Background: an optimization exercise with open tools, aiming at small area, a short achievable clock period and few clock cycles per item. Do not read the settings as production practice. Power figures rest on the tool's default switching activity, not on a simulated workload.

==> flow/design.v <==
module calc_alu64 (
  input  wire        clk,
  input  wire        rst,
  input  wire        in_valid,
  output wire        in_ready,
  input  wire [1:0]  op,         
  input  wire [63:0] a,
  input  wire [63:0] b,
  output reg         out_valid,
  output wire [63:0] result
);
  localparam OP_ADD = 2'd0, OP_SUB = 2'd1, OP_MUL = 2'd2, OP_DIV = 2'd3;
  reg        rdy;      
  reg        v;        
  reg        e1;       
  reg        ms;       
  reg        ds;       
  reg [1:0]  opr;
  reg        inv;      
  reg [3:0]  sh;       
  reg [6:0]  cnt;      
  reg [67:0] X;        
  reg [66:0] Y;        
  reg [63:0] R;        
  assign in_ready = rdy;
  assign result   = R;
  function automatic [63:0] smear(input [63:0] x);    
    reg [63:0] s;
    integer k;
    begin
      s = x;
      for (k = 1; k < 64; k = k * 2)
        s = s | (s >> k);
      smear = s;
    end
  endfunction
  wire [63:0] sa = smear(X[63:0]);
  wire [63:0] sb = smear(Y[63:0]);
  wire        b_longer = |(sb & ~sa);
  wire        zb = ~sb[0];
  function automatic [5:0] lod64(input [63:0] x);
    reg [63:0] vv;
    reg [383:0] pp;      
    integer lvl, i;
    begin
      vv = x;
      pp = 384'd0;
      for (lvl = 0; lvl < 6; lvl = lvl + 1) begin
        for (i = 0; i < (32 >> lvl); i = i + 1) begin
          if (vv[2*i+1])
            pp[6*i +: 6] = pp[6*(2*i+1) +: 6] | (6'd1 << lvl);
          else
            pp[6*i +: 6] = pp[6*(2*i) +: 6];
          vv[i] = vv[2*i+1] | vv[2*i];
        end
      end
      lod64 = pp[5:0];
    end
  endfunction
  wire [5:0] pa = lod64(X[63:0]);
  wire [5:0] pb = lod64(Y[63:0]);
  wire [5:0] dpos = pa - pb;             
  wire [67:0] asum = X + ({1'b0, Y} ^ {68{inv}}) + {67'd0, inv};
  wire        q    = ~asum[67];          
  wire [63:0] pp0  = Y[0] ? X[63:0] : 64'd0;
  wire [63:0] pp1  = Y[1] ? {X[62:0], 1'b0} : 64'd0;
  wire [63:0] cs_s = R ^ pp0 ^ pp1;
  wire [63:0] cs_c = (R & pp0) | (R & pp1) | (pp0 & pp1);
  wire [63:0] msum = cs_s + {cs_c[62:0], 1'b0};
  wire [66:0] yshift = {Y[63:0], 3'b000} << {sh, 2'b00};
  wire addsub = ~opr[1];
  wire is_mul = (opr == OP_MUL);
  wire div_q0 = zb | b_longer;           
  always @(posedge clk) begin
    if (rst) begin
      rdy       <= 1'b1;
      v         <= 1'b0;
      e1        <= 1'b0;
      ms        <= 1'b0;
      ds        <= 1'b0;
      out_valid <= 1'b0;
    end else begin
      v         <= rdy & in_valid;
      e1        <= v & ~addsub & ~is_mul & ~div_q0;
      ms        <= (v & is_mul) | (ms & ~rdy);
      ds        <= e1 | (ds & ~rdy);
      out_valid <= (v & (addsub | (~is_mul & div_q0))) | ((ms | ds) & rdy);
      if (rdy)
        rdy <= ~(in_valid & op[1]);
      else if (v)
        rdy <= is_mul ? ((X[63:2] == 62'd0) | (Y[63:2] == 62'd0)) : div_q0;
      else if (ms)
        rdy <= (Y[63:4] == 60'd0);
      else if (ds)
        rdy <= (cnt == 7'd2);
      else
        rdy <= 1'b0;    
    end
  end
  always @(posedge clk) begin
    if (rdy) begin
      opr <= op;
      inv <= op[0];
    end else if (ds) begin
      inv <= q;
    end
    sh  <= dpos[5:2];
    cnt <= ds ? cnt - 7'd1 : {1'b0, sh, 2'b00} + 7'd4;
    if (rdy) begin
      X <= {4'd0, a};
      Y <= {3'd0, b};
    end else if (v & is_mul & b_longer) begin
      X <= {4'd0, Y[63:0]};
      Y <= {3'd0, X[63:0]};
    end else if (e1) begin
      Y <= yshift;
    end else if (ms) begin
      X <= {X[65:0], 2'b00};
      Y <= {2'b00, Y[66:2]};
    end else if (ds) begin
      X <= asum;
      Y <= {1'b0, Y[66:1]};
    end
    if (v | e1)
      R <= (v & addsub) ? asum[63:0] : 64'd0;
    else if (ds)
      R <= {R[62:0], q};
    else
      R <= msum;
  end
endmodule
Settings: LEC_CHECK=0, ABC_CLOCK_PERIOD_IN_PS=3000, CAP_MARGIN=20, CORE_MARGIN=2, CORE_UTILIZATION=40, PLACE_DENSITY=0.6, SETUP_SLACK_MARGIN=5, SLEW_MARGIN=20; clock period 10.0 ns.
standard.sh (not shown) runs the stock make flow with config.mk's settings and CLKGATE_MAP_FILE= SYNTH_SCRIPT=/design/flow/synth_recipe.tcl, a recipe that flattens the netlist after the stock synthesis.
==> flow/flow/run.sh <==
#!/bin/bash
set -euo pipefail
bash standard.sh SETUP_SLACK_MARGIN=6.4 finish > flow_make.log 2>&1
The first run finished with timing, DRC and antenna clean.
==> next run, changes <==
==> flow/run.sh (new file) <==
#!/bin/bash
# synth_recipe.tcl (not shown) runs the flow's synth.tcl, then flattens the netlist and writes it again
# the make line also repeats each setting of config.mk as NAME=value (left out here)
make -C /OpenROAD-flow-scripts/flow DESIGN_CONFIG=/design/flow/config.mk WORK_HOME=/design/flow/orfs CLKGATE_MAP_FILE= SYNTH_SCRIPT=/design/flow/synth_recipe.tcl finish
removed: flow/flow/run.sh
removed: flow/standard.sh
Outcome: Area after synthesis does not change. Combinational power drops by a quarter to a third. Sequential share of layout area climbs by 3.2 points. Clock-buffer cell count drops by 12. Total power drops by about a fifth. Clock power drops by a few percent. Via count drops by roughly a tenth. Hold slack got worse by 3.2 ps. Final cell count drops by a little under a tenth.
Function was not checked in any run of this note: the RTL went through the layout flow alone.

==> static timing again, ports no longer ideal <==
The results above use ideal ports. As a check the final layouts listed here were re-extracted and re-timed, cells and wires unchanged.
Step 1, drivers: a clkbuf_16 drives clk and a buf_2 each remaining input, both assumed.
Step 2 also shifts input and output timing later by t, the mid clock arrival at the registers, as if the neighbouring blocks saw the same clock.
Three values: no drivers, after step 1, after step 2; two values: the first two.
run | shift t [ns] | setup slack, ns | clock arrival spread, ns | worst slew at a driven data input, ns | cell pins on the clock port's net
the first run | 0.631 | 5.601 / 5.601 / 5.601 | 0.029 / 0.029 | 0.07 | 1
the second run | 0.677 | 5.096 / 5.096 / 5.096 | 0.035 / 0.035 | 0.07 | 1
After both steps setup and hold are still met in every run listed.
